This is an optimization exercise on Yosys and OpenROAD, whose aim is small area and few clock cycles, not a production implementation.
Where RTL was checked, it was by simulation tests only, not by an equivalence proof against the original.
Only the layout flow was run in run 5; the RTL was not checked for function there.
Power and IR drop assume default switching activity.

## design/flow/config.mk

```make
export PLATFORM = sky130hd
export DESIGN_NAME = fshv
export DESIGN_NICKNAME = fshv
export VERILOG_FILES = /design/flow/design.v
export SDC_FILE = /design/flow/constraint.sdc
export NUM_CORES = 4
export LEC_CHECK = 0
export CAP_MARGIN = 20
export CORE_MARGIN = 2
export CORE_UTILIZATION = 60
export CTS_BUF_LIST = sky130_fd_sc_hd__clkbuf_8
export CTS_CLUSTER_SIZE = 10
export SLEW_MARGIN = 20
```

## design/flow/constraint.sdc

```tcl
create_clock -name core_clock -period 10.0 [get_ports {clk}]
set_input_delay 2.0000 -clock core_clock [delete_from_list [all_inputs] [get_ports {clk}]]
set_output_delay 2.0000 -clock core_clock [all_outputs]
set_load 0.01 [all_outputs]
```

## design/flow/design.v

```verilog
module fshv (
    input  wire        clk,
    input  wire        rst,
    input  wire        cmd_valid,
    input  wire [7:0]  cmd,
    output wire        cmd_ready,
    input  wire [15:0] store_len,
    output wire        rd_req,
    output wire [15:0] rd_addr,
    input  wire        rd_ack,
    input  wire [7:0]  rd_data,
    output wire        out_valid,
    output wire [2:0]  out_kind,
    output wire [7:0]  out_class,
    output wire [7:0]  out_id,
    output wire [15:0] out_len,
    output wire [15:0] out_pos,
    output wire [15:0] out_expected,
    output wire [15:0] out_got,
    output wire [15:0] cursor,
    output reg         commit_valid,
    output wire [15:0] commit_count,
    output reg         err_illegal_cmd,
    output reg         err_cursor
);
    localparam [7:0]  P_SYNC1   = 8'hB5;
    localparam [7:0]  P_SYNC2   = 8'h62;
    localparam [10:0] P_MAX_LEN = 11'd1240;
    localparam [7:0] CMD_SCAN   = 8'h01;
    localparam [7:0] CMD_COMMIT = 8'h02;
    localparam [1:0] KD_NONE = 2'b00;
    localparam [1:0] KD_OK   = 2'b01;
    localparam [1:0] KD_MIS  = 2'b10;
    localparam [1:0] KD_NEED = 2'b11;
    reg        busy;      
    reg        inf;       
    reg [15:0] m;         
    reg [10:0] o;         
    reg [1:0]  kd;
    reg        herr;
    reg [7:0]  cls_n;
    reg [7:0]  id_n;
    reg [10:0] len;
    reg [7:0]  ck_a;
    reg [7:0]  ck_b;
    reg [7:0]  rx_a_n;
    reg [7:0]  rx_b_n;    
    reg        got_a;     
    reg        sh_p;      
    reg        sh_f;      
    reg [2:0]  q_hi;
    wire [10:0] q = {q_hi, rx_b_n};
    function [15:0] add16;
        input [15:0] x;
        input [15:0] y;
        integer k;
        reg c;
        begin
            c = 1'b0;
            for (k = 0; k < 16; k = k + 1) begin
                add16[k] = x[k] ^ y[k] ^ c;
                c = (x[k] & y[k]) | (c & (x[k] ^ y[k]));
            end
        end
    endfunction
    function [7:0] add8;
        input [7:0] x;
        input [7:0] y;
        integer k;
        reg c;
        begin
            c = 1'b0;
            for (k = 0; k < 8; k = k + 1) begin
                add8[k] = x[k] ^ y[k] ^ c;
                c = (x[k] & y[k]) | (c & (x[k] ^ y[k]));
            end
        end
    endfunction
    function [10:0] inc11;
        input [10:0] x;
        integer k;
        reg c;
        begin
            c = 1'b1;
            for (k = 0; k < 11; k = k + 1) begin
                inc11[k] = x[k] ^ c;
                c = c & x[k];
            end
        end
    endfunction
    wire is_mis = (kd == KD_MIS);
    wire show   = (kd[1] ^ kd[0]) & ~herr;
    assign out_valid = herr | (kd != KD_NONE);
    assign out_kind  = {herr, kd & {2{~herr}}};
    wire [10:0] cur_o = inf ? 11'd0 : is_mis ? 11'd2 : o;
    wire [10:0] b_o   = busy ? o : cur_o;
    wire [15:0] addr  = add16(m, {5'd0, b_o});
    assign cursor       = addr;
    assign commit_count = addr;
    assign rd_addr      = addr;
    reg cmp;
    integer i;
    always @* begin
        cmp = busy;
        for (i = 0; i < 16; i = i + 1)
            cmp = (addr[i] & ~store_len[i]) | ((addr[i] | ~store_len[i]) & cmp);
    end
    wire at_end = cmp;
    wire past   = cmp;
    assign rd_req = busy & ~at_end;
    assign cmd_ready = ~rst & ~busy & ~commit_valid;
    assign out_class    = ~(cls_n | {8{~show}});
    assign out_id       = ~(id_n | {8{~show}});
    assign out_len      = show ? {5'd0, len} : 16'd0;
    assign out_pos      = show ? m : 16'd0;
    assign out_expected = ~({rx_b_n, rx_a_n} | {16{~show}});
    assign out_got      = show ? {ck_b, ck_a} : 16'd0;
    wire [7:0] b = rd_data;
    wire b_s1 = (b == P_SYNC1);
    wire b_s2 = (b == P_SYNC2);
    wire [10:0] o_inc = inc11(o);
    wire o_is1  = (o == 11'd1);
    wire o_hdr  = (o[10:3] == 8'd0) & ~(o[2] & o[1]);      
    reg [11:0] len6;
    reg        c6;
    integer j;
    always @* begin
        len6[0] = len[0];
        len6[1] = ~len[1];
        c6      = len[1];
        len6[2] = len[2] ^ ~c6;
        c6      = len[2] | c6;
        for (j = 3; j < 11; j = j + 1) begin
            len6[j] = len[j] ^ c6;
            c6      = len[j] & c6;
        end
        len6[11] = c6;
    end
    wire o_cka  = ({1'b0, o} == len6);
    wire [7:0] ck_a_next = add8(ck_a, b);
    wire [7:0] ck_b_next = add8(ck_b, ck_a_next);
    wire [15:0] len_full = {b, len[7:0]};
    wire oversize = (len_full > {5'd0, P_MAX_LEN});
    wire [10:0] resume = sh_p ? q : o;
    always @(posedge clk) begin
        if (rst) begin
            busy            <= 1'b0;
            inf             <= 1'b0;
            m               <= 16'd0;
            o               <= 11'd0;
            herr            <= 1'b0;
            kd              <= KD_NONE;
            commit_valid    <= 1'b0;
            err_illegal_cmd <= 1'b0;
            err_cursor      <= 1'b0;
        end else if (commit_valid) begin
            commit_valid <= 1'b0;
            m            <= 16'd0;
            if (!inf || err_cursor) begin
                o   <= 11'd0;
                inf <= 1'b0;
            end
            herr         <= 1'b0;
            kd           <= KD_NONE;
        end else if (!busy) begin
            if (cmd_valid) begin
                case (cmd)
                    CMD_SCAN: begin
                        if (past) begin
                            err_cursor <= 1'b1;
                            herr       <= 1'b1;
                            if (inf) begin
                                inf <= 1'b0;
                                o   <= 11'd0;
                            end else if (is_mis) begin
                                o   <= 11'd2;
                            end
                        end else begin
                            busy <= 1'b1;
                            herr <= 1'b0;
                        end
                    end
                    CMD_COMMIT: commit_valid <= 1'b1;
                    default:    err_illegal_cmd <= 1'b1;
                endcase
            end
        end else if (at_end) begin
            busy <= 1'b0;
            kd   <= KD_NEED;
        end else if (rd_ack) begin
            if (!inf) begin
                m <= addr;
                o <= 11'd1;
                if (b_s1) begin
                    inf  <= 1'b1;
                    sh_p <= 1'b0;
                    sh_f <= 1'b0;
                end
            end else begin
                if (!o_is1 && !sh_f) begin
                    if (sh_p) begin
                        if (b_s2) sh_f <= 1'b1;
                        else      sh_p <= 1'b0;
                    end else if (b_s1) begin
                        sh_p   <= 1'b1;
                        q_hi   <= o[10:8];
                        rx_b_n <= o[7:0];
                    end
                end
                o <= o_inc;
                if (o_is1) begin
                    ck_a  <= 8'd0;
                    ck_b  <= 8'd0;
                    got_a <= 1'b0;
                    if (!b_s2) inf <= 1'b0;
                end else if (o_hdr) begin
                    ck_a <= ck_a_next;
                    ck_b <= ck_b_next;
                    case (o[1:0])
                        2'd2: cls_n <= ~b;
                        2'd3: id_n  <= ~b;
                        2'd0: len[7:0] <= b;
                        default: begin
                            len[10:8] <= b[2:0];
                            if (oversize) begin
                                inf <= 1'b0;
                                o   <= resume;
                            end
                        end
                    endcase
                end else if (got_a) begin
                    rx_b_n <= ~b;
                    busy   <= 1'b0;
                    inf    <= 1'b0;
                    if ({b, ~rx_a_n} == {ck_b, ck_a}) begin
                        kd <= KD_OK;
                    end else begin
                        kd <= KD_MIS;
                        o  <= resume;
                    end
                end else if (o_cka) begin
                    rx_a_n <= ~b;
                    got_a  <= 1'b1;
                end else begin
                    ck_a <= ck_a_next;
                    ck_b <= ck_b_next;
                end
            end
        end
    end
endmodule
```

## design/flow/flow/run.sh

```bash
#!/bin/bash
# The standard layout (the standard.sh: standard synthesis, floorplan, place,
# CTS, route, finish), with the port buffers that global placement inserts made
# of the smallest buffer cell, sky130_fd_sc_hd__buf_1, instead of the cell
# buffer_ports picks by default.  Every input and output port still gets its
# own buffer.  The whole make output goes to standard_flow.log here; ORFS's
# per-step logs stay under orfs/logs/.
set -euo pipefail
bash standard.sh "BUFFER_PORTS_ARGS=-buffer_cell sky130_fd_sc_hd__buf_1" finish > standard_flow.log 2>&1
```

## design/flow/standard.sh

```bash
#!/bin/bash
# synth_recipe.tcl (not shown) runs the flow's synth.tcl, then flattens the netlist and writes it again
# the make line also repeats each setting of config.mk as NAME=value (left out here)
make -C /OpenROAD-flow-scripts/flow DESIGN_CONFIG=/design/flow/config.mk WORK_HOME=/design/flow/orfs CLKGATE_MAP_FILE= SYNTH_SCRIPT=/design/flow/synth_recipe.tcl "${@:-finish}"
```

==> results of run 1 <==
-- repair_timing --
item | in CTS | in global routing
buffers inserted | 0 | 4
endpoints found under the hold margin | 0 | 0
setup endpoints to repair | 0 | 1
resized for setup | 0 | 3
-- sequential cells by signal, summed over array words and instances (netlist names), 2 cells and up --
register  cells
len          11
q_hi          3
rx_b_n        8
m            16
id_n          8
rx_a_n        8
o            11
cls_n         8
kd            2
ck_b          8
ck_a          8
-- stage by stage --
| step | std cells | util, % |
|---|---|---|
| 6_report | 954 | 67.67 |
| 5_1_grt | 954 | 67.67 |
| 4_1_cts | 950 | 67.30 |
| 3_5_place_dp | 934 | 65.30 |
| 3_3_place_gp | 934 | 65.30 |
| 2_1_floorplan | 689 | - |
-- layer usage --
| layer | vias up | global-route usage [%] | wire, um |
|---|---|---|---|
| met2 | 224 | 45.16 | 7683 |
| met3 | 25 | 4.543 | 1193 |
| met5 | - | 0 | 0 |
| met4 | 0 | 11.63 | 380 |
| met1 | 2541 | 39.16 | 7315 |
| li1 | 2539 | - | - |
-- final cells by class --
class,instances,share of cell area (%)
multi-input cells,462,45.59
flip-flops and latches,100,36.32
repair buffers,179,9.817
inverters,57,2.930
well taps,140,2.398
clock buffers,9,1.696
clock inverters,7,1.251
-- cell usage in the layout, fill, tap and decap left out, types with 3 or more instances in the layout --
cell type / Yosys / routed
nor2b_1: 10 / 10
o21ai_0: 15 / 15
fa_1: 22 / 22
and2_1: 27 / 27
a21oi_1: 23 / 23
nor2_1: 115 / 115
clkinvlp_4: 0 / 3
or3_1: 3 / 3
inv_1: 55 / 55
xnor2_1: 14 / 14
a211oi_1: 5 / 5
and3_1: 3 / 3
a311oi_1: 3 / 3
edfxtp_1: 65 / 65
nand3_1: 5 / 5
buf_4: 39 / 12
mux2i_1: 23 / 23
clkbuf_8: 0 / 9
ha_1: 31 / 31
nand2_1: 38 / 38
buf_1: 2 / 167
nand2b_1: 11 / 10
xor2_1: 18 / 18
nor4_1: 16 / 16
o2111ai_1: 4 / 4
conb_1: 1 / 5
nor3_1: 6 / 6
nand4_1: 4 / 4
o22ai_1: 5 / 5
o2bb2ai_1: 8 / 8
nor2_2: 3 / 3
dfxtp_1: 35 / 35
a211oi_2: 6 / 6
-- cell families after synthesis --
| family | synth area share (%) |
|---|---|
| multiplexers | 3.878 |
| AO/OA/AOI/OAI | 11.58 |
| other | 0.05670 |
| flip-flops | 40.11 |
| AND/OR/NAND/NOR | 17.48 |
| XOR/XNOR | 4.238 |
| adder cells (fa/ha/maj) | 12.69 |
| buffers and inverters | 9.970 |
-- worst paths after layout --
kind,startpoint,to,slack [ns],depth (start not counted)
min reg2reg,err_illegal_cmd,err_illegal_cmd,0.48,2
max,kd[0],rd_req,0.43,27
min,err_illegal_cmd,err_illegal_cmd,0.48,2
max reg2reg,kd[0],id_n[3],1.84,30
-- power by group through the flow --
stage	combinational [uW]	sequential, uW	clock, uW
5_1_grt	49.2	440	303
3_5_place_dp	43.4	449	0
6_report	43.1	440	288
3_3_place_gp	42.2	449	0
4_1_cts	43.5	440	292
2_1_floorplan	28.0	449	0
-- worst max-delay path: stages (launching register included) --
cell	delay, ns
dfxtp_1	0.34
inv_1	0.07
ha_1	0.25
o21ai_0	0.19
and2_1	0.16
ha_1	0.14
inv_1	0.05
fa_1	0.43
fa_1	0.43
fa_1	0.43
fa_1	0.42
fa_1	0.42
fa_1	0.42
fa_1	0.42
fa_1	0.43
fa_1	0.41
inv_1	0.08
fa_1	0.17
ha_1	0.14
ha_1	0.13
ha_1	0.15
ha_1	0.21
xnor2_1	0.19
o22ai_1	0.15
nand4b_1	0.24
a31oi_4	0.29
o21a_4	0.24
buf_1	0.17
==> results_dict.tcl, run 1 <==
set metrics [dict create \
    fin_crit_sh_pct 95.67 \
    crit_path_end_kind "primary output" \
    place_congestion 0.8908 \
    cap_violations 0 \
    async_flop_share_pct 0 \
    fillerInstances 940 \
    drive_gt1_share_pct 6.388 \
    tns_ns 0 \
    sequentialPowerShare_pct 57.1 \
    n_antenna_cell 0 \
    drcViolationCount 0 \
    criticalPathCategory "register to primary output" \
    grt_max_degree 54 \
    worst_pin_slew_ns 1.052 \
    ys_types 66 \
    hold_slack_ns 0.4767 \
    seq_area_frac_synth_pct 40.11 \
    ys.flop_type "edfxtp_1" \
    antenna_found_initial 0 \
    synth-edff-count 65 \
    setup_ws_ns 0.4327 \
    period_needed_ns 9.567 \
    postPlaceCellArea_um2 7048 \
    tritoncts "built" \
    yosysMostFrequentCell "nor2_1" \
    root_buffer "clkbuf_8" \
    hold_violations 0 \
    dpl_worst_slack_ns 0.5971 \
    grt_setup_unrepaired "false" \
    pin_count 173 \
    core_um2 10790 \
    synthTopCellsByCount "nor2_1 (115), edfxtp_1 (65), inv_1 (55), buf_4 (39), nand2_1 (38)" \
    grt_pass1_wl_um 25450 \
    drt_iter0_markers 454 \
    worstSetupStartpointType "register" \
    grtUsageTotal_pct 28.50 \
    p_int_uw 594.8 \
    hold_path_class "register to register" \
    max_freq_ghz 0.1045 \
    cp_max_fo 9 \
    setup_viol 0 \
    cp_data_required_time_ns 8.00 \
    nets 898 \
    ir_worst_vdd_mv 0.1101 \
    cts.sinks 100 \
    fp.dieH_um 109.0 \
    multi_input_area_um2 3329 \
    p_per_area_nw_per_um2 105.5 \
    p_sw_uw 175.7 \
    postRouteWirelength_um 16570 \
    clock_power_share_pct 37.4 \
    via_per_inst 5.586 \
    drv_slew 0 \
    ys_ff_latch 100 \
    drt_first_pass_iters 5 \
    outcome "finished clean" \
    path_clk_slew_ns 0.10 \
    die-area_um2 11880 \
    start_util_pct 61.28 \
    crit_arrival_ns 7.57 \
    holdBufCountCts 0 \
    fp.dieW_um 109.0 \
    wl_per_cell_um 17.37 \
    grt_pass1_vias 4920 \
    max_slew_margin_pct 29.84 \
    yosysTopAreaCell "edfxtp_1" \
    dp_hpwl_um 12470 \
    synth_top_area_share_pct 29.51 \
    antenna_left 0 \
    syn_avg_cell_area_um2 9.655 \
    rows 38 \
    cts_buffer_depth 2 \
    via_count 5329 \
    leakage_uw 0.002823 \
    pwr-share-comb_pct 5.6 \
    ys_warn_count 1 \
    syn_area_um2 6614 \
    final.setup_skew_ns 0.006130 \
    finalPower_uw 770.5 \
    netlist_instances 685 \
    port_buffers 167 \
    stdcell_area_um2 7303 \
    area.growth.synth_to_final_pct 10.42 \
    clock_latency_ns 0.39 \
    cts_made_buffers 9 \
    grt-ovfl-total 0 \
    synthTopCellsByArea "edfxtp_1 (30%), dfxtp_1 (11%), fa_1 (6.7%)" \
    sw_frac_of_total_pct 22.81 \
    htreeDepth 3 \
    seq_area_um2 2653 \
]
Testbench counts, summed over its fixed seeds: cycles 133,836.
==> run 2: changes to the inputs <==
==> design/flow/flow/run.sh (replaced) <==
#!/bin/bash
# The standard layout (the standard.sh: standard synthesis, floorplan, place,
# CTS, route, finish) with two changes to how cells are chosen:
#  - the port buffers that global placement inserts are made of the smallest
#    buffer cell, sky130_fd_sc_hd__buf_1, instead of the cell buffer_ports picks
#    by default (every input and output port still gets its own buffer);
#  - clock tree synthesis runs with ORFS's own arguments (sink clustering,
#    clock net repair, the cluster size and buffer list of config.mk) but
#    without dummy loads on the leaf nets.
# The whole make output goes to standard_flow.log here; ORFS's per-step logs
# stay under orfs/logs/.
set -euo pipefail
CTS="-sink_clustering_enable -repair_clock_nets -sink_clustering_size 10"
CTS="$CTS -buf_list sky130_fd_sc_hd__clkbuf_8 -dont_use_dummy_load"
bash standard.sh "BUFFER_PORTS_ARGS=-buffer_cell sky130_fd_sc_hd__buf_1" \
    "CTS_ARGS=$CTS" finish > standard_flow.log 2>&1
==> design/flow/config.mk (replaced) <==
export PLATFORM = sky130hd
export DESIGN_NAME = fshv
export DESIGN_NICKNAME = fshv
export VERILOG_FILES = /design/flow/design.v
export SDC_FILE = /design/flow/constraint.sdc
export NUM_CORES = 4
export LEC_CHECK = 0
export CAP_MARGIN = 0
export CORE_MARGIN = 2
export CORE_UTILIZATION = 60
export CTS_BUF_LIST = sky130_fd_sc_hd__clkbuf_8
export CTS_CLUSTER_SIZE = 10
export SLEW_MARGIN = 0
==> results_dict.tcl, run 2 <==
set metrics [dict create \
    cp_data_required_time_ns 8.00 \
    postRouteWirelength_um 16520 \
    ys_warn_count 1 \
    grt_pass1_vias 4896 \
    setup_viol 0 \
    dp_hpwl_um 12470 \
    ys.flop_type "edfxtp_1" \
    worst_pin_slew_ns 1.219 \
    die-area_um2 11880 \
    max_freq_ghz 0.1047 \
    rows 38 \
    fp.dieH_um 109.0 \
    sequentialPowerShare_pct 63.2 \
    fin_crit_sh_pct 95.51 \
    rr_worst_depth 29 \
    tns_ns 0 \
    biggestRegsByFlops "m: 16 flops, len: 11 flops, o: 11 flops" \
    holdBufCountCts 0 \
    hold_violations 0 \
    port_buffers 167 \
    p_sw_uw 158.9 \
    ir_worst_vdd_mv 0.1026 \
    drt_iter0_markers 454 \
    area.growth.synth_to_final_pct 9.024 \
    mostFrequentLayoutCells "buf_1 (167), nor2_1 (115), edfxtp_1 (65)" \
    worst_r2r_endpoint "m[15]" \
    htreeDepth 3 \
    grtUsageTotal_pct 28.42 \
    hold_path_class "register to register" \
    path_clk_slew_ns 0.09 \
    drt_first_pass_iters 5 \
    p_per_area_nw_per_um2 96.41 \
    wl_per_cell_um 17.45 \
    ys_ff_latch 100 \
    worstSetupStartpointType "register" \
    nets 898 \
    hold_depth 2 \
    seq_area_frac_synth_pct 40.11 \
    pwr-share-comb_pct 6.2 \
    tritoncts "built" \
    regToRegStartpoint "kd[0]" \
    grt-ovfl-total 0 \
    netlist_instances 685 \
    cts_made_buffers 9 \
    p_int_uw 536.3 \
    worstHoldEndpoint "err_illegal_cmd" \
    sw_frac_of_total_pct 22.86 \
    grt_setup_unrepaired "false" \
    final_common_cell "buf_1" \
    antenna_left 0 \
    core_um2 10790 \
    drive_gt1_share_pct 5.576 \
    cts_buffer_depth 2 \
    via_per_inst 5.630 \
    setup_ws_ns 0.4491 \
    place_congestion 0.8908 \
    criticalPathCategory "register to primary output" \
    cts.sinks 100 \
    fillerInstances 956 \
    worstHoldStart "err_illegal_cmd" \
    async_flop_share_pct 0 \
    dpl_worst_slack_ns 0.5971 \
    synth-edff-count 65 \
    period_needed_ns 9.551 \
    regMostFlops "m" \
    grt_max_degree 54 \
    final.setup_skew_ns 0.01380 \
    leakage_uw 0.002788 \
    clock_power_share_pct 30.6 \
    fp.dieW_um 109.0 \
    syn_area_um2 6614 \
    max_slew_margin_pct 18.70 \
    antenna_found_initial 0 \
    yosysMostFrequentCell "nor2_1" \
    cp_max_fo 9 \
    drcViolationCount 0 \
    synthTopCellsByArea "edfxtp_1 (30%), dfxtp_1 (11%), fa_1 (6.7%)" \
    largest_reg_flops 16 \
    outcome "finished clean" \
    ys_types 66 \
    n_antenna_cell 0 \
    drv_slew 0 \
    via_count 5332 \
    crit_arrival_ns 7.55 \
    start_util_pct 61.28 \
    clock_latency_ns 0.38 \
    regToRegSetupSlack_ns 1.58 \
    cap_violations 0 \
    synthTopCellsByCount "nor2_1 (115), edfxtp_1 (65), inv_1 (55), buf_4 (39), nand2_1 (38)" \
    pin_count 173 \
    root_buffer "clkbuf_8" \
    grt_pass1_wl_um 25330 \
    crit_path_end_kind "primary output" \
    synth_top_area_share_pct 29.51 \
    yosysTopAreaCell "edfxtp_1" \
    syn_avg_cell_area_um2 9.655 \
]
run 2: cell counts after synthesis:
No cell type changed its count.
run 2: through the flow:
step                      std cells  util [%]  instance area (um2)  power, uW  hold slack (ns)
after floorplan                 689         -                 6629      477.2           0.4362
after global placement          934     65.30                 7048      491.3           0.4523
after detailed placement        934     65.30                 7048      492.4           0.4600
after CTS                       943     66.45                 7172      698.6           0.4813
after global routing            947     66.81                 7211      716.6           0.5130
final                           947     66.81                 7211      695.2           0.4752
run 2: power groups by stage:
stage          logic [uW]  clock network (uW)  registers (uW)
6_report             43.2                 212             440
5_1_grt              49.2                 228             440
4_1_cts              43.5                 216             440
2_1_floorplan        28.0                   0             449
3_5_place_dp         43.4                   0             449
3_3_place_gp         42.2                   0             449
run 2: worst max path at each step:
| stage | start | to | slack [ns] |
|---|---|---|---|
| final | kd[0] | rd_req | 0.45 |
| after global routing | kd[0] | rd_req | 0.02 |
| after CTS | kd[0] | rd_req | 0.14 |
| after detailed placement | kd[0] | rd_req | 0.60 |
| after global placement | kd[0] | rd_req | 0.72 |
| after floorplan | kd[0] | rd_req | 1.01 |
run 2: worst max-delay path: stages, from the launching register on:
cell and delay, ns:
dfxtp_1 0.34, inv_1 0.07, ha_1 0.25, o21ai_0 0.19
and2_1 0.16, ha_1 0.13, inv_1 0.05, fa_1 0.43
fa_1 0.43, fa_1 0.43, fa_1 0.42, fa_1 0.42
fa_1 0.42, fa_1 0.43, fa_1 0.43, fa_1 0.41
inv_1 0.08, fa_1 0.17, ha_1 0.14, ha_1 0.13
ha_1 0.15, ha_1 0.21, xnor2_1 0.19, o22ai_1 0.15
nand4b_1 0.24, a31oi_4 0.29, o21a_4 0.24, buf_1 0.17
run 2: area by class of cell:
class | count | area (um2) | area share (%)
sequential | 100 | 2653 | 36.79
tap | 140 | 175.2 | 2.429
inverter | 57 | 214.0 | 2.967
timing repair buffer | 179 | 716.9 | 9.943
clock buffer | 9 | 123.9 | 1.718
multi-input combinational | 462 | 3328 | 46.16
run 2: cell families (layout without fill, tap and decap cells):
group | Yosys count | count (layout) | synth area share (%)
buffers and inverters | 127 | 245 | 9.970
muxes | 25 | 25 | 3.878
adders and majority gates | 54 | 54 | 12.69
other | 1 | 5 | 0.05670
and+or+nand+nor | 247 | 247 | 17.48
AOI/OAI and AO/OA | 99 | 99 | 11.58
DFF | 100 | 100 | 40.11
xor gates and xnor gates | 32 | 32 | 4.238
run 2: repair_timing:
item,4_1_cts,5_1_grt
gates resized for setup,0,3
buffers inserted,0,4
setup endpoints to repair,0,1
run 2: per-layer routing:
| metal | global-route usage (%) | share of wire [%] | vias up |
|---|---|---|---|
| li1 | - | - | 2538 |
| met5 | 0 | 0 | - |
| met2 | 44.68 | 46 | 227 |
| met3 | 4.901 | 6.9 | 26 |
| met1 | 39.00 | 45 | 2541 |
| met4 | 11.90 | 2.3 | 0 |
==> run 3: changes to the inputs <==
==> design/flow/config.mk (replaced) <==
export PLATFORM = sky130hd
export DESIGN_NAME = fshv
export DESIGN_NICKNAME = fshv
export VERILOG_FILES = /design/flow/design.v
export SDC_FILE = /design/flow/constraint.sdc
export NUM_CORES = 4
export LEC_CHECK = 0
export CAP_MARGIN = 20
export CORE_MARGIN = 2
export CORE_UTILIZATION = 60
export CTS_BUF_LIST = sky130_fd_sc_hd__clkbuf_8
export CTS_CLUSTER_SIZE = 10
export SLEW_MARGIN = 20
==> results_dict.tcl, run 3 <==
set metrics [dict create \
    cpPeakStageDelay_ns 0.43 \
    stdcell_area_um2 7212 \
    fp.dieW_um 109.0 \
    synth_top_area_share_pct 29.51 \
    n_antenna_cell 0 \
    path_delay_family "adder cells" \
    via_per_inst 5.625 \
    synthTopCellsByCount "nor2_1 (115), edfxtp_1 (65), inv_1 (55), buf_4 (39), nand2_1 (38)" \
    criticalPathCategory "register to primary output" \
    fin_crit_sh_pct 95.48 \
    worst_r2r_endpoint "id_n[6]" \
    place_congestion 0.8908 \
    cts_made_buffers 9 \
    synth_fa_ha_area_share_pct 12.69 \
    syn_area_um2 6614 \
    synth_xor_area_share_pct 4.238 \
    grt-ovfl-total 0 \
    leakage_uw 0.002789 \
    postPlaceCellArea_um2 7048 \
    largest_reg_flops 16 \
    final.setup_skew_ns 0.01334 \
    cts_buffer_depth 2 \
    grtUsageTotal_pct 28.42 \
    rr_worst_depth 30 \
    ys_types 66 \
    cp_data_required_time_ns 8.00 \
    outcome "finished clean" \
    worstHoldStart "err_illegal_cmd" \
    drcViolationCount 0 \
    ir_worst_vdd_mv 0.1026 \
    period_needed_ns 9.548 \
    wl_per_cell_um 17.46 \
    clock_latency_ns 0.38 \
    crit_top_cell "fa_1" \
    nets 898 \
    grt_max_degree 54 \
    port_buffers 167 \
    die-area_um2 11880 \
    drive_gt1_share_pct 5.700 \
    synthTopCellsByArea "edfxtp_1 (30%), dfxtp_1 (11%), fa_1 (6.7%)" \
    regToRegSetupSlack_ns 1.85 \
    postRouteWirelength_um 16530 \
    cap_violations 0 \
    biggestRegsByFlops "m: 16 flops, len: 11 flops, o: 11 flops" \
    grt_pass1_wl_um 25330 \
    core_um2 10790 \
    via_count 5327 \
    regToRegStartpoint "kd[0]" \
    ys_ff_latch 100 \
    root_buffer "clkbuf_8" \
    antenna_left 0 \
    regMostFlops "m" \
    antenna_found_initial 0 \
    path_buf_inv 4 \
    hold_path_class "register to register" \
    htreeDepth 3 \
    fin_cells 947 \
    worst_pin_slew_ns 1.079 \
    p_per_area_nw_per_um2 96.41 \
    max_slew_margin_pct 28.06 \
    muxShareOfSynthArea_pct 3.878 \
    dp_hpwl_um 12470 \
    seq_area_frac_synth_pct 40.11 \
    synth-compound-area-share_pct 11.58 \
    hold_depth 2 \
    tns_ns 0 \
    grt_setup_unrepaired "false" \
    grt_pass1_vias 4896 \
    ys_warn_count 1 \
    cp_max_fo 9 \
    rows 38 \
    area.growth.synth_to_final_pct 9.043 \
    async_flop_share_pct 0 \
    drt_first_pass_iters 5 \
    worstSetupStartpointType "register" \
    synth-edff-count 65 \
    yosysTopAreaCell "edfxtp_1" \
    post-place-cells 934 \
    ys.flop_type "edfxtp_1" \
    finalPower_uw 695.3 \
    crit_path_end_kind "primary output" \
    netlist_instances 685 \
    crit_slowest_cell "fa_1" \
    mostFrequentLayoutCells "buf_1 (167), nor2_1 (115), edfxtp_1 (65)" \
    worstHoldEndpoint "err_illegal_cmd" \
    pin_count 173 \
    final_common_cell "buf_1" \
    synth_top_family_by_area "simple AND/OR/NAND/NOR gates" \
    max_freq_ghz 0.1047 \
    hold_violations 0 \
    crit_arrival_ns 7.55 \
    setup_viol 0 \
    start_util_pct 61.28 \
    fp.dieH_um 109.0 \
    tritoncts "built" \
    syn_avg_cell_area_um2 9.655 \
    drt_iter0_markers 456 \
    path_clk_slew_ns 0.09 \
    cts.sinks 100 \
    synthSimpleGateAreaFrac_pct 17.48 \
    drv_slew 0 \
    yosysMostFrequentCell "nor2_1" \
]
run 3: cell counts after synthesis:
Identical to the previous run, type by type.
run 3: through the flow:
stage | hold slack, ns | setup slack [ns] | util, %
finish | 0.4751 | 0.4517 | 66.82
global route | 0.5130 | 0.01723 | 66.82
CTS | 0.4813 | 0.1355 | 66.45
detailed placement | 0.4600 | 0.5971 | 65.30
global placement | 0.4523 | 0.7165 | 65.30
floorplan | 0.4362 | 1.012 | -
run 3: repair_timing:
item / CTS / global route
buffers inserted: 0 / 4
resized for setup: 0 / 3
hold buffers: 0 / 0
setup endpoints to repair: 0 / 1
endpoints found under the hold margin: 0 / 0
run 3: cell families (layout without fill, tap and decap cells):
family,after synthesis,in the layout
XOR/XNOR,32,32
buffers and inverters,127,245
adder cells (fa/ha/maj),54,54
AND/OR/NAND/NOR,247,247
flip-flops,100,100
multiplexers,25,25
AO/OA/AOI/OAI,99,99
other,1,5
run 3: worst max path at each step:
stage                     startpoint      to  slack [ns]  cells past startpoint
after CTS                      kd[0]  rd_req        0.14                     27
after floorplan                kd[0]  rd_req        1.01                     29
after global placement         kd[0]  rd_req        0.72                     27
after global routing           kd[0]  rd_req        0.02                     27
after detailed placement       kd[0]  rd_req        0.60                     27
final                          kd[0]  rd_req        0.45                     27
run 3: worst reg2reg max path: cells and delay by family, from the launching register on:
family          cells  cell delay (ns)
fa+ha+maj          16             5.01
simple gates        4             0.99
xor+xnor            1             0.19
compound gates      4             0.72
flops               1             0.34
buf+inv             5             0.58
run 3: layout make-up:
class | count | area (um2)
clock buffers | 9 | 123.9
multi-input cells | 462 | 3329
fillers | 955 | 3581
inverters | 57 | 214.0
well taps | 140 | 175.2
flip-flops and latches | 100 | 2653
repair buffers | 179 | 716.9
run 3: power by group:
part | switching [uW] | total, uW | internal [uW]
logic | 27.3 | 43.2 | 15.9
clock network | 132 | 213 | 81.0
registers | 0.196 | 440 | 439
total | 159 | 695 | 536
run 3: metal layers:
| layer | global-route usage, % | vias to the layer above | routed length [um] |
|---|---|---|---|
| li1 | - | 2536 | - |
| met1 | 39.00 | 2536 | 7423 |
| met2 | 44.68 | 223 | 7601 |
| met4 | 11.90 | 0 | 437 |
| met3 | 4.901 | 32 | 1070 |
| met5 | 0 | - | 0 |
==> run 4: changes to the inputs <==
--- a/design/flow/config.mk
+++ b/design/flow/config.mk
@@ -7,7 +7,7 @@
 export LEC_CHECK = 0
 export CAP_MARGIN = 20
 export CORE_MARGIN = 2
-export CORE_UTILIZATION = 60
+export CORE_UTILIZATION = 66
 export CTS_BUF_LIST = sky130_fd_sc_hd__clkbuf_8
 export CTS_CLUSTER_SIZE = 10
 export SLEW_MARGIN = 20
==> results_dict.tcl, run 4 <==
set metrics [dict create \
    regMostFlops "m" \
    ys_ff_latch 100 \
    drt_iter0_markers 392 \
    p_per_area_nw_per_um2 96.08 \
    biggestRegsByFlops "m: 16 flops, len: 11 flops, o: 11 flops" \
    tns_ns 0 \
    ys_warn_count 1 \
    path_clk_slew_ns 0.09 \
    seq_area_frac_synth_pct 40.11 \
    cp_data_required_time_ns 8.00 \
    grt_pass1_wl_um 25870 \
    largest_reg_flops 16 \
    synth_top_family_by_area "simple AND/OR/NAND/NOR gates" \
    final_common_cell "buf_1" \
    synthTopCellsByCount "nor2_1 (115), edfxtp_1 (65), inv_1 (55), buf_4 (39), nand2_1 (38)" \
    drive_gt1_share_pct 5.583 \
    crit_path_end_kind "primary output" \
    yosysTopAreaCell "edfxtp_1" \
    start_util_pct 67.98 \
    fp.dieH_um 104.1 \
    cts_buffer_depth 2 \
    holdBufCountCts 0 \
    netlist_instances 685 \
    cap_violations 0 \
    hold_violations 0 \
    drt_first_pass_iters 5 \
    hold_path_class "register to register" \
    ys.flop_type "edfxtp_1" \
    grt_setup_unrepaired "false" \
    yosysMostFrequentCell "nor2_1" \
    cp_max_fo 9 \
    via_count 5355 \
    synthTopCellsByArea "edfxtp_1 (30%), dfxtp_1 (11%), fa_1 (6.7%)" \
    area.growth.synth_to_final_pct 8.797 \
    outcome "finished clean" \
    rows 36 \
    antenna_found_initial 0 \
    crit_arrival_ns 7.55 \
    ir_worst_vdd_mv 0.08277 \
    p_int_uw 536.3 \
    tritoncts "built" \
    sequentialPowerShare_pct 63.6 \
    async_flop_share_pct 0 \
    place_congestion 0.9106 \
    nets 897 \
    antenna_left 0 \
    core_um2 9729 \
    synth_top_area_share_pct 29.51 \
    die-area_um2 10840 \
    grtUsageTotal_pct 30.15 \
    syn_area_um2 6614 \
    sw_frac_of_total_pct 22.43 \
    cts.sinks 100 \
    root_buffer "clkbuf_8" \
    grt_max_degree 54 \
    max_slew_margin_pct 28.22 \
    grt-ovfl-total 0 \
    fillerInstances 779 \
    synthSimpleGateAreaFrac_pct 17.48 \
    leakage_uw 0.002785 \
    postRouteWirelength_um 16200 \
    finalPower_uw 691.4 \
    ys_types 66 \
    pin_count 173 \
    via_per_inst 5.703 \
    synth-edff-count 65 \
    synth-compound-area-share_pct 11.58 \
    wl_per_cell_um 17.25 \
    htreeDepth 3 \
    fin_crit_sh_pct 95.53 \
    period_needed_ns 9.553 \
    p_sw_uw 155.1 \
    worstSetupStartpointType "register" \
    cts_made_buffers 9 \
    drv_slew 0 \
    syn_avg_cell_area_um2 9.655 \
    max_freq_ghz 0.1047 \
    worst_pin_slew_ns 1.077 \
    setup_viol 0 \
    criticalPathCategory "register to primary output" \
    final.setup_skew_ns 0.02910 \
    port_buffers 167 \
    fp.dieW_um 104.1 \
    clock_latency_ns 0.38 \
    grt_pass1_vias 5091 \
    synth_xor_area_share_pct 4.238 \
    clock_power_share_pct 30.1 \
    synth_fa_ha_area_share_pct 12.69 \
    pwr-share-comb_pct 6.3 \
    dp_hpwl_um 12300 \
    mostFrequentLayoutCells "buf_1 (167), nor2_1 (115), edfxtp_1 (65)" \
    n_antenna_cell 0 \
    muxShareOfSynthArea_pct 3.878 \
    drcViolationCount 0 \
]
run 4: cell types whose count changed in the layout (fill, tap and decap cells not counted), sizes merged:
cell | previous run | this run
buf | 179 | 178
run 4: cell type report:
type / instances / area [um2] / share of cell area (%)
Multi-Input combinational cell: 462 / 3329 / 46.27
Sequential cell: 100 / 2653 / 36.86
Timing Repair Buffer: 178 / 709.4 / 9.859
Inverter: 57 / 214.0 / 2.973
Tap cell: 133 / 166.4 / 2.313
Clock buffer: 9 / 123.9 / 1.721
run 4: per-stage QoR:
stage	std cells	hold WS [ns]	instance area, um2	setup slack (ns)	util, %
2_1_floorplan	689	0.4362	6629	1.012	-
3_3_place_gp	927	0.4496	7039	0.7431	72.35
3_5_place_dp	927	0.4621	7039	0.5846	72.35
4_1_cts	936	0.4839	7163	0.1833	73.62
5_1_grt	939	0.5418	7196	0.02083	73.96
6_report	939	0.4741	7196	0.4474	73.96
run 4: worst paths after layout:
kind                   start               to  slack [ns]  cells after the start
max                    kd[0]           rd_req        0.45                     27
min          err_illegal_cmd  err_illegal_cmd        0.47                      2
max reg2reg            kd[0]             m[0]        1.97                     29
min reg2reg  err_illegal_cmd  err_illegal_cmd        0.47                      2
run 4: logic make-up (layout without fill, tap and decap cells):
group / after synthesis / in the layout
other: 1 / 5
adders and majority gates: 54 / 54
muxes: 25 / 25
buffers and inverters: 127 / 244
AOI/OAI and AO/OA: 99 / 99
and+or+nand+nor: 247 / 247
DFF: 100 / 100
xor gates and xnor gates: 32 / 32
run 4: power by group through the flow:
| stage | logic (uW) | registers, uW | clock network, uW |
|---|---|---|---|
| floorplan | 28.0 | 449 | 0 |
| global placement | 41.5 | 449 | 0 |
| detailed placement | 43.2 | 449 | 0 |
| CTS | 43.6 | 440 | 207 |
| global route | 48.8 | 440 | 221 |
| finish | 43.4 | 440 | 208 |
run 4: critical path: stages (launching register included):
cell and delay [ns]:
dfxtp_1 0.33, inv_1 0.07, ha_1 0.24, o21ai_0 0.21
and2_1 0.16, ha_1 0.13, inv_1 0.05, fa_1 0.41
fa_1 0.42, fa_1 0.42, fa_1 0.43, fa_1 0.43
fa_1 0.45, fa_1 0.43, fa_1 0.43, fa_1 0.39
inv_1 0.08, fa_1 0.17, ha_1 0.14, ha_1 0.14
ha_1 0.14, ha_1 0.19, xnor2_1 0.18, o22ai_1 0.16
nand4b_1 0.26, a31oi_4 0.30, o21a_4 0.25, buf_1 0.17
run 4: routing by layer:
metal | vias up | wire length (um) | track usage (%)
li1 | 2530 | - | -
met1 | 2545 | 6770 | 40.07
met2 | 250 | 7845 | 50.19
met3 | 30 | 1274 | 6.078
met4 | 0 | 306 | 9.170
met5 | - | 0 | 0
run 4: repair_timing:
item	CTS	global route
setup endpoints to repair	0	1
resized for setup	0	3
setup buffers	0	3
==> run 5: changes to the inputs <==
--- a/design/flow/design.v
+++ b/design/flow/design.v
@@ -40,9 +40,10 @@
     reg        herr;
     reg [7:0]  cls_n;
     reg [7:0]  id_n;
-    reg [10:0] len;
-    reg [7:0]  ck_a;
-    reg [7:0]  ck_b;
+    reg [10:0] len_n;
+    reg [7:0]  ck_a_n;
+    reg [7:0]  ck_b_n;
+    wire [10:0] len = ~len_n;
     reg [7:0]  rx_a_n;
     reg [7:0]  rx_b_n;    
     reg        got_a;     
@@ -72,6 +73,19 @@
             c = 1'b0;
             for (k = 0; k < 8; k = k + 1) begin
                 add8[k] = x[k] ^ y[k] ^ c;
+                c = (x[k] & y[k]) | (c & (x[k] ^ y[k]));
+            end
+        end
+    endfunction
+    function [7:0] add8c;
+        input [7:0] x;
+        input [7:0] y;
+        integer k;
+        reg c;
+        begin
+            c = 1'b1;
+            for (k = 0; k < 8; k = k + 1) begin
+                add8c[k] = x[k] ^ y[k] ^ c;
                 c = (x[k] & y[k]) | (c & (x[k] ^ y[k]));
             end
         end
@@ -111,10 +125,10 @@
     assign cmd_ready = ~rst & ~busy & ~commit_valid;
     assign out_class    = ~(cls_n | {8{~show}});
     assign out_id       = ~(id_n | {8{~show}});
-    assign out_len      = show ? {5'd0, len} : 16'd0;
+    assign out_len      = {5'd0, ~(len_n | {11{~show}})};
     assign out_pos      = show ? m : 16'd0;
     assign out_expected = ~({rx_b_n, rx_a_n} | {16{~show}});
-    assign out_got      = show ? {ck_b, ck_a} : 16'd0;
+    assign out_got      = ~({ck_b_n, ck_a_n} | {16{~show}});
     wire [7:0] b = rd_data;
     wire b_s1 = (b == P_SYNC1);
     wire b_s2 = (b == P_SYNC2);
@@ -136,9 +150,9 @@
         end
         len6[11] = c6;
     end
-    wire o_cka  = ({1'b0, o} == len6);
-    wire [7:0] ck_a_next = add8(ck_a, b);
-    wire [7:0] ck_b_next = add8(ck_b, ck_a_next);
+    wire o_cka  = (o == len6[10:0]);    
+    wire [7:0] ck_a_n_next = add8c(ck_a_n, ~b);
+    wire [7:0] ck_b_n_next = add8c(ck_b_n, ck_a_n_next);
     wire [15:0] len_full = {b, len[7:0]};
     wire oversize = (len_full > {5'd0, P_MAX_LEN});
     wire [10:0] resume = sh_p ? q : o;
@@ -209,19 +223,19 @@
                 end
                 o <= o_inc;
                 if (o_is1) begin
-                    ck_a  <= 8'd0;
-                    ck_b  <= 8'd0;
+                    ck_a_n <= 8'hff;
+                    ck_b_n <= 8'hff;
                     got_a <= 1'b0;
                     if (!b_s2) inf <= 1'b0;
                 end else if (o_hdr) begin
-                    ck_a <= ck_a_next;
-                    ck_b <= ck_b_next;
+                    ck_a_n <= ck_a_n_next;
+                    ck_b_n <= ck_b_n_next;
                     case (o[1:0])
                         2'd2: cls_n <= ~b;
                         2'd3: id_n  <= ~b;
-                        2'd0: len[7:0] <= b;
+                        2'd0: len_n[7:0] <= ~b;
                         default: begin
-                            len[10:8] <= b[2:0];
+                            len_n[10:8] <= ~b[2:0];
                             if (oversize) begin
                                 inf <= 1'b0;
                                 o   <= resume;
@@ -232,7 +246,7 @@
                     rx_b_n <= ~b;
                     busy   <= 1'b0;
                     inf    <= 1'b0;
-                    if ({b, ~rx_a_n} == {ck_b, ck_a}) begin
+                    if ({~b, rx_a_n} == {ck_b_n, ck_a_n}) begin
                         kd <= KD_OK;
                     end else begin
                         kd <= KD_MIS;
@@ -242,8 +256,8 @@
                     rx_a_n <= ~b;
                     got_a  <= 1'b1;
                 end else begin
-                    ck_a <= ck_a_next;
-                    ck_b <= ck_b_next;
+                    ck_a_n <= ck_a_n_next;
+                    ck_b_n <= ck_b_n_next;
                 end
             end
         end
--- a/design/flow/config.mk
+++ b/design/flow/config.mk
@@ -7,7 +7,7 @@
 export LEC_CHECK = 0
 export CAP_MARGIN = 20
 export CORE_MARGIN = 2
-export CORE_UTILIZATION = 66
+export CORE_UTILIZATION = 60
 export CTS_BUF_LIST = sky130_fd_sc_hd__clkbuf_8
 export CTS_CLUSTER_SIZE = 10
 export SLEW_MARGIN = 20
==> results_dict.tcl, run 5 <==
set metrics [dict create \
    biggestRegsByFlops "m: 16 flops, len_n: 11 flops, o: 11 flops" \
    period_needed_ns 9.584 \
    ys_ff_latch 100 \
    clock_latency_ns 0.40 \
    post-place-cells 959 \
    start_util_pct 61.27 \
    yosysMostFrequentCell "nor2_1" \
    dpl_worst_slack_ns 0.6055 \
    drcViolationCount 0 \
    cts_buffer_depth 2 \
    fin_cells 969 \
    grt-ovfl-total 0 \
    fp.dieW_um 109.2 \
    leakage_uw 0.002762 \
    fp.dieH_um 109.2 \
    postRouteWirelength_um 17110 \
    setup_ws_ns 0.4161 \
    drt_first_pass_iters 5 \
    netlist_instances 711 \
    worst_r2r_endpoint "rx_a_n[4]" \
    via_per_inst 5.781 \
    fillerInstances 952 \
    stdcell_area_um2 7227 \
    core_um2 10840 \
    worstSetupStartpointType "register" \
    cp_max_fo 6 \
    tritoncts "built" \
    synthTopCellsByArea "edfxtp_1 (29%), dfxtp_1 (11%), fa_1 (6.6%)" \
    dp_hpwl_um 12580 \
    grt_max_degree 69 \
    ys.flop_type "edfxtp_1" \
    synthTopCellsByCount "nor2_1 (100), inv_1 (77), edfxtp_1 (65), nand2_1 (47), buf_4 (39)" \
    cap_violations 0 \
    port_buffers 167 \
    hold_path_class "register to register" \
    hold_violations 0 \
    yosysTopAreaCell "edfxtp_1" \
    outcome "finished clean" \
    drv_slew 0 \
    syn_area_um2 6641 \
    cts_made_buffers 9 \
    antenna_left 0 \
    area.growth.synth_to_final_pct 8.817 \
    worstHoldStart "err_illegal_cmd" \
    place_congestion 0.8936 \
    path_clk_slew_ns 0.08 \
    postPlaceCellArea_um2 7088 \
    criticalPathCategory "register to primary output" \
    crit_arrival_ns 7.58 \
    regToRegStartpoint "kd[0]" \
    nets 919 \
    fin_crit_sh_pct 95.84 \
    rows 38 \
    htreeDepth 3 \
    drt_iter0_markers 361 \
    pin_count 173 \
    cp_data_required_time_ns 8.00 \
    grtUsageTotal_pct 29.28 \
    p_per_area_nw_per_um2 96.19 \
    regMostFlops "m" \
    mostFrequentLayoutCells "buf_1 (166), nor2_1 (100), inv_1 (77)" \
    synth-edff-count 65 \
    async_flop_share_pct 0 \
    ys_warn_count 1 \
    grt_pass1_vias 5246 \
    grt_setup_unrepaired "false" \
    ir_worst_vdd_mv 0.1057 \
    syn_avg_cell_area_um2 9.341 \
    max_freq_ghz 0.1043 \
    n_antenna_cell 0 \
    via_count 5602 \
    worst_pin_slew_ns 1.020 \
    drive_gt1_share_pct 5.308 \
    tns_ns 0 \
    worstHoldEndpoint "err_illegal_cmd" \
    max_slew_margin_pct 31.82 \
    regToRegSetupSlack_ns 1.37 \
    cts.sinks 100 \
    rr_worst_depth 28 \
    hold_depth 2 \
    antenna_found_initial 1 \
    grt_pass1_wl_um 26500 \
    die-area_um2 11930 \
    seq_area_frac_synth_pct 39.94 \
    ys_types 65 \
    synth_top_area_share_pct 29.39 \
    root_buffer "clkbuf_8" \
    crit_path_end_kind "primary output" \
    wl_per_cell_um 17.66 \
    largest_reg_flops 16 \
    hold_slack_ns 0.4503 \
    final.setup_skew_ns 0.03191 \
    setup_viol 0 \
    final_common_cell "buf_1" \
]
## run 5: changes by cell type after synthesis, moves of 8 or more
cell       previous run  this run
nor2_1              115       100
nand2_1              38        47
a21oi_1              23        36
o2bb2ai_1             8         0
and2_1               27        10
nor3_1                6        20
o21ai_0              15        24
nor4_1               16         5
mux2i_1              23         6
o211ai_1              2        13
inv_1                55        77
## run 5: worst max-delay path by stage
stage	start	endpoint	slack, ns	depth (start not counted)
floorplan	inf	rd_req	0.91	24
global placement	kd[0]	rd_req	0.68	27
detailed placement	kd[0]	rd_req	0.61	27
CTS	kd[0]	rd_req	0.19	27
global route	kd[0]	rd_req	0.04	27
finish	kd[0]	rd_req	0.42	27
## run 5: final cells by class
class                   count  area [um2]  share of cell area (%)
repair buffers            176       695.7                   9.626
inverters                  78       292.8                   4.051
flip-flops and latches    100        2653                   36.70
clock buffers               9       123.9                   1.714
well taps                 140       175.2                   2.424
multi-input cells         466        3287                   45.48
## run 5: report_power, final
group          internal, uW  total [uW]  switching [uW]
clock                  81.1         213             132
sequential              439         440           0.181
combinational          14.2        42.4            28.2
total                   535         695             161
## run 5: cells by family after synthesis
family                     synth area share (%)
xor gates and xnor gates                  4.484
muxes                                    0.9043
AOI/OAI and AO/OA                         13.79
buffers and inverters                     10.93
adders and majority gates                 12.79
other                                   0.05646
DFF                                       39.94
and+or+nand+nor                           17.11
## run 5: worst max-delay path, stage by stage (launching register included)
cell and delay (ns):
dfxtp_1 0.31, inv_1 0.07, ha_2 0.22, o21ai_2 0.13, buf_4 0.13, and2_1 0.12
ha_1 0.14, inv_1 0.05, fa_1 0.41, fa_1 0.44, fa_1 0.42, fa_1 0.44
fa_1 0.43, fa_1 0.43, fa_1 0.42, fa_1 0.43, fa_1 0.40, inv_1 0.08
fa_1 0.18, ha_1 0.14, ha_1 0.15, ha_1 0.28, nor2b_1 0.16, a221o_1 0.27
a211o_1 0.28, a31o_4 0.25, a211oi_4 0.26, clkbuf_2 0.17
## run 5: timing repair
| item | 4_1_cts | 5_1_grt |
|---|---|---|
| setup endpoints to repair | 0 | 1 |
| gates resized for setup | 0 | 3 |
| hold buffers | 0 | 0 |
| setup buffers | 0 | 1 |
## run 5: metal layers
metal	global-route usage [%]	part of all wire [%]
met1	37.88	42
met2	48.89	49
met3	4.722	6.7
met4	12.30	2.5
met5	0	0.076
## run 5: per-stage QoR
step | power (uW) | utilization [%]
final | 695.2 | 66.67
after global placement | 490.2 | 65.39
after CTS | 698.7 | 66.53
after floorplan | 476.0 | -
after detailed placement | 491.5 | 65.39
after global routing | 719.1 | 66.67
==> run 6: changes to the inputs <==
--- a/design/flow/design.v
+++ b/design/flow/design.v
@@ -150,7 +150,7 @@
         end
         len6[11] = c6;
     end
-    wire o_cka  = (o == len6[10:0]);    
+    wire o_cka  = ({1'b0, o} == len6);
     wire [7:0] ck_a_n_next = add8c(ck_a_n, ~b);
     wire [7:0] ck_b_n_next = add8c(ck_b_n, ck_a_n_next);
     wire [15:0] len_full = {b, len[7:0]};
==> results_dict.tcl, run 6 <==
set metrics [dict create \
    outcome "finished clean" \
    cap_violations 0 \
    cp.depth 28 \
    grt_max_degree 47 \
    fin_crit_sh_pct 95.30 \
    seq_area_frac_synth_pct 41.05 \
    cts.sinks 100 \
    regMostFlops "m" \
    postRouteWirelength_um 16090 \
    synthTopCellsByArea "edfxtp_1 (30%), dfxtp_1 (11%), nor2_1 (7.3%)" \
    n_antenna_cell 0 \
    netlist_instances 687 \
    crit_path_end_kind "primary output" \
    htreeDepth 3 \
    post-place-cells 932 \
    grt_pass1_vias 5009 \
    path_delay_family "adder cells" \
    ys.flop_type "edfxtp_1" \
    die-area_um2 11620 \
    place_congestion 0.8734 \
    max_slew_margin_pct 40.30 \
    grtUsageTotal_pct 28.44 \
    dp_hpwl_um 12070 \
    fillerInstances 868 \
    yosysTopAreaCell "edfxtp_1" \
    cts_made_buffers 9 \
    cp_max_fo 5 \
    max_freq_ghz 0.1049 \
    ys_types 66 \
    drive_gt1_share_pct 4.709 \
    crit_arrival_ns 7.53 \
    rows 37 \
    grt-ovfl-total 0 \
    fp.dieW_um 107.8 \
    tritoncts "built" \
    syn_avg_cell_area_um2 9.407 \
    worst_pin_slew_ns 0.8922 \
    clock_latency_ns 0.39 \
    startpoint "kd[0]" \
    pin_count 173 \
    largest_reg_flops 16 \
    yosysMostFrequentCell "nor2_1" \
    rr_worst_depth 31 \
    ir_worst_vdd_mv 0.07778 \
    drv_slew 0 \
    criticalPathCategory "register to primary output" \
    via_count 5291 \
    path_clk_slew_ns 0.07 \
    utilization_pct 68.16 \
    start_util_pct 62.32 \
    p_per_area_nw_per_um2 98.13 \
    port_buffers 167 \
    syn_area_um2 6462 \
    crit_slowest_cell "fa_1" \
    fin_cells 943 \
    async_flop_share_pct 0 \
    tns_ns 0 \
    antenna_found_initial 0 \
    fp.dieH_um 107.8 \
    stdcell_area_um2 7068 \
    multi_input_area_um2 3163 \
    grt_setup_unrepaired "false" \
    crit_top_cell "fa_1" \
    synth_top_area_share_pct 30.20 \
    final_common_cell "buf_1" \
    hold_path_class "register to register" \
    mostFrequentLayoutCells "buf_1 (166), nor2_1 (126), inv_1 (69)" \
    wl_per_cell_um 17.07 \
    ys_ff_latch 100 \
    final.setup_skew_ns 0.03031 \
    cts_buffer_depth 2 \
    hold_violations 0 \
    postPlaceCellArea_um2 6919 \
    cpPeakStageDelay_ns 0.45 \
    worstHoldStart "err_illegal_cmd" \
    biggestRegsByFlops "m: 16 flops, len_n: 11 flops, o: 11 flops" \
    hold_depth 2 \
    synth-edff-count 65 \
    antenna_left 0 \
    cp_data_required_time_ns 8.00 \
    ys_warn_count 1 \
    synthTopCellsByCount "nor2_1 (126), inv_1 (69), edfxtp_1 (65), nand2_1 (43), buf_4 (38)" \
    grt_pass1_wl_um 25640 \
    seq_area_um2 2653 \
    worstSetupStartpointType "register" \
    drcViolationCount 0 \
    nets 898 \
    drt_first_pass_iters 5 \
    regToRegStartpoint "kd[0]" \
    area.growth.synth_to_final_pct 9.371 \
    setup_viol 0 \
    drt_iter0_markers 402 \
    core_um2 10370 \
    path_buf_inv 5 \
    period_needed_ns 9.530 \
    leakage_uw 0.002825 \
    via_per_inst 5.611 \
    root_buffer "clkbuf_8" \
    holdBufCountCts 0 \
]
## run 6: cell types whose count changed after synthesis, sizes merged, moves of 6 or more
cell | before | now
a21oi | 36 | 29
inv | 78 | 70
mux2 | 0 | 7
nand4 | 10 | 4
nor2 | 100 | 126
nor3 | 20 | 3
o211ai | 13 | 1
o21ai | 25 | 8
o2bb2ai | 0 | 9
o32ai | 9 | 1
## run 6: layout make-up
cell class	count	area share, %
clock buffer	9	1.753
inverter	70	3.717
multi-input combinational	452	44.75
sequential	100	37.53
tap	136	2.408
timing repair buffer	176	9.842
## run 6: repair_timing
item	CTS	global route
endpoints found under the hold margin	0	0
setup endpoints to repair	0	1
gates resized for setup	0	3
setup buffers	0	2
## run 6: cell families (layout without fill, tap and decap cells)
kind of cell,after synthesis,in the layout,share of synthesized area [%]
buffers and inverters,139,255,10.51
adder cells (fa/ha/maj),54,54,12.97
flip-flops,100,100,41.05
AND/OR/NAND/NOR,241,241,16.86
multiplexers,18,18,2.924
AO/OA/AOI/OAI,100,100,11.02
XOR/XNOR,34,34,4.608
other,1,5,0.05803
## run 6: where the power goes
part | leakage [uW] | internal, uW | switching [uW]
sequential | 0.000866 | 439 | 0.184
clock | 0.0000647 | 81.1 | 131
combinational | 0.00189 | 14.0 | 27.8
total | 0.00282 | 534 | 159
## run 6: routing by layer
| layer | track usage, % | vias to the layer above | part of all wire, % |
|---|---|---|---|
| met5 | 0 | - | 0 |
| met4 | 8.883 | 0 | 1.8 |
| met3 | 4.540 | 24 | 7.0 |
| met2 | 47.66 | 236 | 48 |
| met1 | 37.97 | 2511 | 43 |
| li1 | - | 2520 | - |
## run 6: worst paths after layout
check,to,slack (ns)
max,rd_req,0.47
min,err_illegal_cmd,0.48
max reg2reg,rx_a_n[6],1.68
min reg2reg,err_illegal_cmd,0.48
## run 6: worst min-delay path, stage by stage (launching register included)
cell	delay, ns
dfxtp_1	0.33
a31oi_1	0.04
nor2_1	0.07
## run 6: metrics by stage
step	hold slack (ns)	setup slack [ns]	power, uW
floorplan	0.4064	1.306	475.3
global placement	0.4503	0.9257	489.3
detailed placement	0.4664	0.7370	490.4
CTS	0.4825	0.2967	695.8
global route	0.5174	0.01005	714.4
finish	0.4798	0.4702	693.6
Testbench counts of run 6, summed over its fixed seeds: cycles 133,836.
==> run 7: changes to the inputs <==
--- a/design/flow/flow/run.sh
+++ b/design/flow/flow/run.sh
@@ -10,7 +10,7 @@
 # The whole make output goes to standard_flow.log here; ORFS's per-step logs
 # stay under orfs/logs/.
 set -euo pipefail
-CTS="-sink_clustering_enable -repair_clock_nets -sink_clustering_size 10"
+CTS="-sink_clustering_enable -repair_clock_nets -sink_clustering_size 14"
 CTS="$CTS -buf_list sky130_fd_sc_hd__clkbuf_8 -dont_use_dummy_load"
 bash standard.sh "BUFFER_PORTS_ARGS=-buffer_cell sky130_fd_sc_hd__buf_1" \
     "CTS_ARGS=$CTS" finish > standard_flow.log 2>&1
--- a/design/flow/config.mk
+++ b/design/flow/config.mk
@@ -9,5 +9,5 @@
 export CORE_MARGIN = 2
 export CORE_UTILIZATION = 60
 export CTS_BUF_LIST = sky130_fd_sc_hd__clkbuf_8
-export CTS_CLUSTER_SIZE = 10
+export CTS_CLUSTER_SIZE = 14
 export SLEW_MARGIN = 20
==> results_dict.tcl, run 7 <==
set metrics [dict create \
    grt_pass1_vias 5009 \
    final_common_cell "buf_1" \
    ys_ff_latch 100 \
    grt_max_degree 47 \
    path_delay_family "adder cells" \
    yosysMostFrequentCell "nor2_1" \
    via_count 5291 \
    core_um2 10370 \
    start_util_pct 62.32 \
    seq_area_frac_synth_pct 41.05 \
    cap_violations 0 \
    postRouteWirelength_um 16090 \
    hold_violations 0 \
    hold_path_class "register to register" \
    cts_buffer_depth 2 \
    cp_max_fo 5 \
    post-place-cells 932 \
    seq_area_um2 2653 \
    netlist_instances 687 \
    die-area_um2 11620 \
    ir_worst_vdd_mv 0.07778 \
    antenna_found_initial 0 \
    grtUsageTotal_pct 28.44 \
    cts.sinks 100 \
    ys_warn_count 1 \
    p_per_area_nw_per_um2 98.13 \
    antenna_left 0 \
    worstSetupStartpointType "register" \
    grt-ovfl-total 0 \
    criticalPathCategory "register to primary output" \
    root_buffer "clkbuf_8" \
    crit_arrival_ns 7.53 \
    pin_count 173 \
    drt_first_pass_iters 5 \
    drt_iter0_markers 402 \
    cp.depth 28 \
    syn_area_um2 6462 \
    n_antenna_cell 0 \
    drive_gt1_share_pct 4.709 \
    yosysTopAreaCell "edfxtp_1" \
    path_buf_inv 5 \
    htreeDepth 3 \
    worst_pin_slew_ns 0.8922 \
    setup_viol 0 \
    nets 898 \
    crit_path_end_kind "primary output" \
    period_needed_ns 9.530 \
    leakage_uw 0.002825 \
    dp_hpwl_um 12070 \
    fin_crit_sh_pct 95.30 \
    outcome "finished clean" \
    place_congestion 0.8734 \
    ys.flop_type "edfxtp_1" \
    max_freq_ghz 0.1049 \
    postPlaceCellArea_um2 6919 \
    cts_made_buffers 9 \
    grt_pass1_wl_um 25640 \
    grt_setup_unrepaired "false" \
    biggestRegsByFlops "m: 16 flops, len_n: 11 flops, o: 11 flops" \
    synth-edff-count 65 \
    fin_cells 943 \
    rows 37 \
    synth_top_area_share_pct 30.20 \
    stdcell_area_um2 7068 \
    path_clk_slew_ns 0.07 \
    crit_top_cell "fa_1" \
    drv_slew 0 \
    rr_worst_depth 31 \
    wl_per_cell_um 17.07 \
    tns_ns 0 \
    hold_depth 2 \
    tritoncts "built" \
    crit_slowest_cell "fa_1" \
    utilization_pct 68.16 \
    largest_reg_flops 16 \
    fillerInstances 868 \
    via_per_inst 5.611 \
    drcViolationCount 0 \
    area.growth.synth_to_final_pct 9.371 \
    syn_avg_cell_area_um2 9.407 \
    async_flop_share_pct 0 \
    ys_types 66 \
    clock_latency_ns 0.39 \
    fp.dieH_um 107.8 \
    final.setup_skew_ns 0.03031 \
    synthTopCellsByArea "edfxtp_1 (30%), dfxtp_1 (11%), nor2_1 (7.3%)" \
    max_slew_margin_pct 40.30 \
    fp.dieW_um 107.8 \
    mostFrequentLayoutCells "buf_1 (166), nor2_1 (126), inv_1 (69)" \
    dpl_worst_slack_ns 0.7370 \
    cp_data_required_time_ns 8.00 \
    setup_ws_ns 0.4702 \
    port_buffers 167 \
    synthTopCellsByCount "nor2_1 (126), inv_1 (69), edfxtp_1 (65), nand2_1 (43), buf_4 (38)" \
    cpPeakStageDelay_ns 0.45 \
    regMostFlops "m" \
    multi_input_area_um2 3163 \
]
[run 7: where the power goes]
group	leakage, uW	internal (uW)	switching [uW]
Combinational	0.00189	14.0	27.8
Clock	0.0000647	81.1	131
Sequential	0.000866	439	0.184
[run 7: repair_timing]
action / CTS / global route
endpoints found under the setup margin: 0 / 1
buffers inserted: 0 / 2
hold buffers: 0 / 0
gates resized for setup: 0 / 3
[run 7: final cells by class]
type | instances | share of cell area, %
timing repair buffer | 176 | 9.842
tap | 136 | 2.408
multi-input combinational | 452 | 44.75
inverter | 70 | 3.717
clock buffer | 9 | 1.753
sequential | 100 | 37.53
[run 7: path summary, 6_finish.rpt]
kind                   start         endpoint  slack [ns]
max                    kd[0]           rd_req        0.47
min          err_illegal_cmd  err_illegal_cmd        0.48
min reg2reg  err_illegal_cmd  err_illegal_cmd        0.48
max reg2reg            kd[0]        rx_a_n[6]        1.68
[run 7: kinds of logic (layout without fill, tap and decap cells)]
family | after synthesis | after routing | share of synthesized area [%]
simple gates | 241 | 241 | 16.86
buf+inv | 139 | 255 | 10.51
compound gates | 100 | 100 | 11.02
flops | 100 | 100 | 41.05
fa+ha+maj | 54 | 54 | 12.97
xor+xnor | 34 | 34 | 4.608
mux | 18 | 18 | 2.924
other cells | 1 | 5 | 0.05803
[run 7: worst min-delay path, delay by kind of cell, from the launching register on]
| family | cells | cell delay (ns) |
|---|---|---|
| compound gates | 1 | 0.04 |
| flops | 1 | 0.33 |
| simple gates | 1 | 0.07 |
[run 7: per-layer routing]
layer / vias up / part of all wire, % / GRT usage [%]
met1: 2511 / 43 / 37.97
li1: 2520 / - / -
met5: - / 0 / 0
met4: 0 / 1.8 / 8.883
met2: 236 / 48 / 47.66
met3: 24 / 7.0 / 4.540
[run 7: stage by stage]
| step | total power (uW) | hold slack (ns) |
|---|---|---|
| after detailed placement | 490.4 | 0.4664 |
| after global routing | 714.4 | 0.5174 |
| after CTS | 695.8 | 0.4825 |
| after floorplan | 475.3 | 0.4064 |
| final | 693.6 | 0.4798 |
| after global placement | 489.3 | 0.4503 |

## re-timing with driven ports
The flow's constraints put no driver on any port. The routed layouts listed below were extracted and timed again, unchanged, in two steps.
Step 1 (the two cells are an assumption about what drives the block):
set clk [get_ports {clk}]
set_driving_cell -lib_cell sky130_fd_sc_hd__clkbuf_16 $clk
set_driving_cell -lib_cell sky130_fd_sc_hd__buf_2 [delete_from_list [all_inputs] $clk]
Step 2, shift: input delay + t, output delay - t, t = (earliest + latest rising clock arrival at the registers) / 2. This alone moves slack from input paths to output paths.
Three values: no drivers, after step 1, after step 2; two values: the first two.
| run | t, ns | slack for setup (ns) | worst hold slack (ns) | worst setup path after step 2 |
|---|---|---|---|---|
| run 1 | 0.422 | 0.433 / 0.397 / 0.819 | 0.477 / 0.477 / 0.477 | register to output |
| run 2 | 0.414 | 0.449 / 0.414 / 0.828 | 0.475 / 0.475 / 0.475 | register to output |
| run 3 | 0.415 | 0.452 / 0.416 / 0.831 | 0.475 / 0.475 / 0.475 | register to output |
| run 4 | 0.402 | 0.447 / 0.413 / 0.815 | 0.474 / 0.474 / 0.474 | register to output |
| run 5 | 0.415 | 0.416 / 0.381 / 0.796 | 0.450 / 0.450 / 0.450 | register to output |
| run 6 | 0.402 | 0.470 / 0.438 / 0.841 | 0.480 / 0.480 / 0.480 | register to output |
| run 7 | 0.402 | 0.470 / 0.438 / 0.841 | 0.480 / 0.480 / 0.480 | register to output |
After both steps every run listed still meets setup and hold.
